This is an optimization exercise on Yosys and OpenROAD, whose aim is small area, a short achievable clock period and few clock cycles per item, not a production implementation. Function was checked by simulation only, so behaviour that the tests miss may differ from the original. No activity file was given, so power comes from the tool's default toggle rates.

the baseline:
## ptcb_pixel_engine
module ptcb_pixel_engine (
    input  wire        clk,
    input  wire        rst,
    input  wire        in_valid,
    output wire        in_ready,
    input  wire [15:0] in_cmd,
    input  wire [63:0] in_data,
    output wire        out_valid,
    input  wire        out_ready,
    output wire [31:0] out_result,
    output wire [1:0]  out_err
);
==> flow/config.mk <==
export PLATFORM = sky130hd
export DESIGN_NAME = ptcb_pixel_engine
export DESIGN_NICKNAME = ptcb_pixel_engine
export VERILOG_FILES = /design/flow/design.v
export SDC_FILE = /design/flow/constraint.sdc
export NUM_CORES = 4
export LEC_CHECK = 0
export CAP_MARGIN = 20
export CORE_MARGIN = 2
export CORE_UTILIZATION = 60
export SLEW_MARGIN = 20
==> flow/constraint.sdc <==
create_clock -name core_clock -period 26.0 [get_ports {clk}]
set_input_delay 5.2000 -clock core_clock [delete_from_list [all_inputs] [get_ports {clk}]]
set_output_delay 5.2000 -clock core_clock [all_outputs]
set_load 0.01 [all_outputs]
standard.sh (not shown) runs the stock make flow with config.mk's settings and CLKGATE_MAP_FILE= SYNTH_SCRIPT=/design/flow/synth_recipe.tcl, a recipe that flattens the netlist after the stock synthesis.
==> flow/flow/run.sh <==
#!/bin/bash
# Standard layout, with the port buffers made of buf_2 cells, the setup
# repair steps asked for extra slack margin, and no dummy clock loads.
set -euo pipefail
bash standard.sh "BUFFER_PORTS_ARGS=-buffer_cell sky130_fd_sc_hd__buf_2" SETUP_SLACK_MARGIN=19.68 \
  "CTS_ARGS=-sink_clustering_enable -repair_clock_nets -dont_use_dummy_load -sink_clustering_size 24 -sink_clustering_max_diameter 100" \
  finish > standard_flow.log 2>&1
Looking at the reports, the baseline completed the entire flow and the layout it produced met the timing, DRC and antenna checks.
Testbench counts of the baseline, summed over its fixed seeds: cycles 32,024, items 32,000.
Changes in the candidate relative to the baseline:
Settings: CTS_CLUSTER_SIZE newly set to 24; CTS_CLUSTER_DIAMETER newly set to 100; CORE_UTILIZATION changed from 60 to 40.
==> flow/flow/run.sh <==
#!/bin/bash
# Standard layout, with the port buffers made of buf_2 cells and the setup
# repair steps asked for extra slack margin.
set -euo pipefail
bash standard.sh "BUFFER_PORTS_ARGS=-buffer_cell sky130_fd_sc_hd__buf_2" SETUP_SLACK_MARGIN=19.75 finish > standard_flow.log 2>&1
On total power, the baseline beats the candidate. Changes observed in the candidate relative to the baseline: total of plain and repair buffers excluding clock buffers climbed 50, minimum hold slack saw little to no change, wire length grew by about 4%, wire length per cell saw a decrease. Fraction of area in registers ends up lower on the candidate.


ptcb_pixel_engine, a different RTL version from the one above (not shown whole).
Size in the first run: ~2,000 cells after synthesis, about 270 flip-flops, about 120 I/O pins.
==> flow/design.v (excerpt) <==
module ptcb_pixel_engine (
    input  wire        clk,
    input  wire        rst,
    input  wire        in_valid,
    output wire        in_ready,
    input  wire [15:0] in_cmd,
    input  wire [63:0] in_data,
    output wire        out_valid,
    input  wire        out_ready,
    output wire [31:0] out_result,
    output wire [1:0]  out_err
);
Settings: LEC_CHECK=0, CAP_MARGIN=20, CORE_MARGIN=2, CORE_UTILIZATION=40, SLEW_MARGIN=20; clock period 26.0 ns.
run.sh (not shown) runs the stock make flow with config.mk's settings and CLKGATE_MAP_FILE= SYNTH_SCRIPT=/design/flow/synth_recipe.tcl, a recipe that flattens the netlist after the stock synthesis.
Stock flow here: none of the scripts above is used.
Testbench counts at the start, summed over its fixed seeds: cycles 32,032, items 32,000.
Change:
==> flow/flow/run.sh (new file) <==
#!/bin/bash
# Standard layout, with the port buffers made of buf_2 cells.
set -euo pipefail
bash standard.sh "BUFFER_PORTS_ARGS=-buffer_cell sky130_fd_sc_hd__buf_2" finish > standard_flow.log 2>&1
==> flow/standard.sh (new file) <==
#!/bin/bash
# synth_recipe.tcl (not shown) runs the flow's synth.tcl, then flattens the netlist and writes it again
# the make line also repeats each setting of config.mk as NAME=value (left out here)
make -C /OpenROAD-flow-scripts/flow DESIGN_CONFIG=/design/flow/config.mk WORK_HOME=/design/flow/orfs CLKGATE_MAP_FILE= SYNTH_SCRIPT=/design/flow/synth_recipe.tcl "${@:-finish}"
removed: flow/run.sh
=> The new run ran to the end with no violations. Routed wire length falls by 0.40%. Via count barely changes. Clock power barely changes. Sequential share of layout area came out higher by 0.54 points. Worst hold slack is about the same. Core utilization drops by 0.88 points. Synthesized cell count does not change. Die area does not change. Power drops by 0.38%. Clock-buffer cell count drops by 1.


ptcb_pixel_engine with an RTL version that a note above also has.
For scale: about 2,000 cells after synthesis, roughly 200 flip-flops, ~120 I/O pins, roughly 23,000 µm² of cells after synthesis.
export LEC_CHECK = 0
export CAP_MARGIN = 20
export CORE_MARGIN = 2
export CORE_UTILIZATION = 40
export SLEW_MARGIN = 20
create_clock -name core_clock -period 26.0 [get_ports {clk}]
standard.sh (not shown) runs the stock make flow with config.mk's settings and CLKGATE_MAP_FILE= SYNTH_SCRIPT=/design/flow/synth_recipe.tcl, a recipe that flattens the netlist after the stock synthesis.
==> flow/flow/run.sh <==
#!/bin/bash
# Standard layout, with the port buffers made of buf_2 cells, the setup
# repair steps asked for extra slack margin, and no dummy clock loads.
set -euo pipefail
bash standard.sh "BUFFER_PORTS_ARGS=-buffer_cell sky130_fd_sc_hd__buf_2" SETUP_SLACK_MARGIN=19.75 \
  "CTS_ARGS=-sink_clustering_enable -repair_clock_nets -dont_use_dummy_load -sink_clustering_size 24 -sink_clustering_max_diameter 100" \
  finish > standard_flow.log 2>&1
Testbench counts at the start, summed over its fixed seeds: cycles 32,024, items 32,000.
Next try:
Settings changed: CORE_UTILIZATION 40 to 60.
Final cell count goes down by 8.5%.
Synthesized area stays the same.
Worst setup slack loses 33 ps.
Total power is lower by 5.4%.
Cell area goes down by 2.4%.
Global-route usage goes up by 11 points.
Clock power came out lower by about 7%.
Next try:
Settings changed: CORE_UTILIZATION 60 to 70.
The changed run finished with timing, DRC and antenna clean.
Setup slack gets better by 41 ps.
Non-clock buffer count shrinks by 1.
Via count rises by 1.9%.
Sequential cell count stays the same.
Next try:
==> flow/flow/run.sh (replaced) <==
#!/bin/bash
# Standard layout, with the port buffers made of buf_2 cells, the setup
# repair steps asked for extra slack margin, and no dummy clock loads.
set -euo pipefail
bash standard.sh "BUFFER_PORTS_ARGS=-buffer_cell sky130_fd_sc_hd__buf_2" SETUP_SLACK_MARGIN=19.45 \
  "CTS_ARGS=-sink_clustering_enable -repair_clock_nets -dont_use_dummy_load -sink_clustering_size 24 -sink_clustering_max_diameter 100" \
  finish > standard_flow.log 2>&1
Settings changed: CORE_UTILIZATION 70 to 60.
Sequential share of layout area increases by 0.81 points.
Cell count rose by 1.3%.
Worst setup slack got worse by 95 ps.
Count of clock-buffer cells in the layout is higher by 1.
Total power is lower by 6.2%.
Next try:
==> flow/flow/run.sh (replaced) <==
#!/bin/bash
# Standard layout, with the port buffers made of buf_2 cells, the setup
# repair steps asked for extra slack margin, and no dummy clock loads.
set -euo pipefail
bash standard.sh "BUFFER_PORTS_ARGS=-buffer_cell sky130_fd_sc_hd__buf_2" SETUP_SLACK_MARGIN=19.30 \
  "CTS_ARGS=-sink_clustering_enable -repair_clock_nets -dont_use_dummy_load -sink_clustering_size 24 -sink_clustering_max_diameter 100" \
  finish > standard_flow.log 2>&1
What happened:
- flip-flop and latch count stays the same
- clock-buffer cell count stays the same
- cell area is lower slightly
- die area stays the same
- power barely changes
- via count shrinks slightly
- clock power hardly moves
- synthesized area stays the same
Next try:
==> flow/flow/run.sh (replaced) <==
#!/bin/bash
# Standard layout, with the port buffers made of buf_2 cells, the setup
# repair steps asked for extra slack margin, and no dummy clock loads.
set -euo pipefail
bash standard.sh "BUFFER_PORTS_ARGS=-buffer_cell sky130_fd_sc_hd__buf_2" SETUP_SLACK_MARGIN=19.60 \
  "CTS_ARGS=-sink_clustering_enable -repair_clock_nets -dont_use_dummy_load -sink_clustering_size 24 -sink_clustering_max_diameter 100" \
  finish > standard_flow.log 2>&1
Outcome: The new run went through all stages and came out clean; non-clock buffer count rises by 31; power rises by about 0.5%; synthesized area is unchanged; cell count rises by 1.2%.


Setup of run a:
RTL: one of the versions met above, not the one the previous note started from.
Size: ~2,000 cells after synthesis, roughly 120 I/O pins.
export LEC_CHECK = 0
export CAP_MARGIN = 20
export CORE_MARGIN = 2
export CORE_UTILIZATION = 40
export SLEW_MARGIN = 20
create_clock -name core_clock -period 26.0 [get_ports {clk}]
==> flow/flow/run.sh <==
#!/bin/bash
# Standard layout, with the setup repair steps asked for extra slack margin
# so that they size and buffer the critical paths.
set -euo pipefail
bash standard.sh SETUP_SLACK_MARGIN=20.5 finish > standard_flow.log 2>&1
Testbench counts of run a, summed over its fixed seeds: cycles 32,032, items 32,000.
Modified inputs, run b compared to run a
==> flow/flow/run.sh <==
#!/bin/bash
# Standard layout, with the port buffers made of buf_2 cells and the setup
# repair steps asked for extra slack margin.
set -euo pipefail
bash standard.sh "BUFFER_PORTS_ARGS=-buffer_cell sky130_fd_sc_hd__buf_2" SETUP_SLACK_MARGIN=19.8 finish > standard_flow.log 2>&1
==> run summary <==
Going from run a to run b, source-to-sink clock delay at the later pin of the worst-skew pair rose 0.05 ns, worst-case setup slack after placement rose 0.029 ns, met2 wirelength from detailed routing fell about 2.2%.


ptcb_pixel_engine, a different RTL version from the one above (not shown whole).
Size in the first run: ~2100 cells after synthesis, roughly 120 I/O pins.
clock: 26.0 ns
lec_check: 0
cap_margin: 20
core_margin: 2
core_utilization: 40
cts_buf_list: sky130_fd_sc_hd__clkbuf_8
slew_margin: 20
==> flow/flow/run.sh <==
#!/bin/bash
# Standard layout, with the port buffers made of buf_2 cells and the setup
# repair steps asked for extra slack margin.
set -euo pipefail
bash standard.sh "BUFFER_PORTS_ARGS=-buffer_cell sky130_fd_sc_hd__buf_2" SETUP_SLACK_MARGIN=19.9 finish > standard_flow.log 2>&1
Testbench counts at the start, summed over its fixed seeds: cycles 32,032, items 32,000.
==> next run, changes <==
==> flow/flow/run.sh (replaced) <==
#!/bin/bash
# Standard layout, with the port buffers made of buf_2 cells and the setup
# repair steps asked for extra slack margin.
set -euo pipefail
bash standard.sh "BUFFER_PORTS_ARGS=-buffer_cell sky130_fd_sc_hd__buf_2" SETUP_SLACK_MARGIN=19.75 finish > standard_flow.log 2>&1
- CTS_BUF_LIST: sky130_fd_sc_hd__clkbuf_8 -> default
- CTS_CLUSTER_DIAMETER: default -> 100
- CTS_CLUSTER_SIZE: default -> 24
Total power fell by about 8%.
Sequential cell count is unchanged.
Via count went down by 2.1%.

==> port drivers added, routing unchanged <==
The flow's constraints put no driver on any port. The routed layouts listed below were extracted and timed again, unchanged, in two steps. Step 1: set_driving_cell puts a clkbuf_16 on clk and a buf_2 on each other input, an assumption about the parent block. Step 2 moves the port delays by t, midway between the first and last clock arrival at a register: inputs arrive t later, outputs are due t later. That takes back most of the time a late clock gives input paths. Slacks: ideal / step 1 / step 2; pairs: ideal / step 1.
| run | t, ns | setup slack, ns | worst setup path after step 2 | worst data-port slew with drivers (ns) | pins driven straight from the clock port |
|---|---|---|---|---|---|
| the baseline | 0.540 | 19.709 / 19.653 / 19.432 | input to register | 0.05 | 1 |
| the candidate | 0.577 | 19.745 / 19.688 / 19.661 | input to register | 0.04 | 1 |
| the first run of note 2 | 0.599 | 19.199 / 19.199 / 19.012 | input to register | 0.05 | 1 |
| the second run of note 2 | 0.607 | 19.298 / 19.298 / 19.298 | register to register | 0.05 | 1 |
| the first run of note 3 | 0.568 | 19.759 / 19.702 / 19.677 | input to register | 0.04 | 1 |
| the second run of note 3 | 0.536 | 19.726 / 19.666 / 19.688 | input to register | 0.06 | 1 |
| the third run of note 3 | 0.524 | 19.768 / 19.716 / 19.678 | input to register | 0.04 | 1 |
| the fourth run of note 3 | 0.541 | 19.672 / 19.652 / 19.438 | input to register | 0.05 | 1 |
| the fifth run of note 3 | 0.538 | 19.607 / 19.607 / 19.453 | input to register | 0.06 | 1 |
| the sixth run of note 3 | 0.538 | 19.706 / 19.651 / 19.432 | input to register | 0.05 | 1 |
| run a | 0.591 | 19.753 / 19.693 / 19.633 | input to register | 0.06 | 1 |
| run b | 0.650 | 19.667 / 19.611 / 19.444 | input to register | 0.07 | 1 |
| the first run of note 5 | 0.684 | 19.654 / 19.603 / 19.635 | input to register | 0.05 | 1 |
| the second run of note 5 | 0.581 | 19.737 / 19.679 / 19.677 | input to register | 0.06 | 1 |
After both steps every run listed still meets setup and hold. The setup slack of the baseline, which loses most, moves by -0.056 ns with the drivers and by -0.277 ns with both steps.
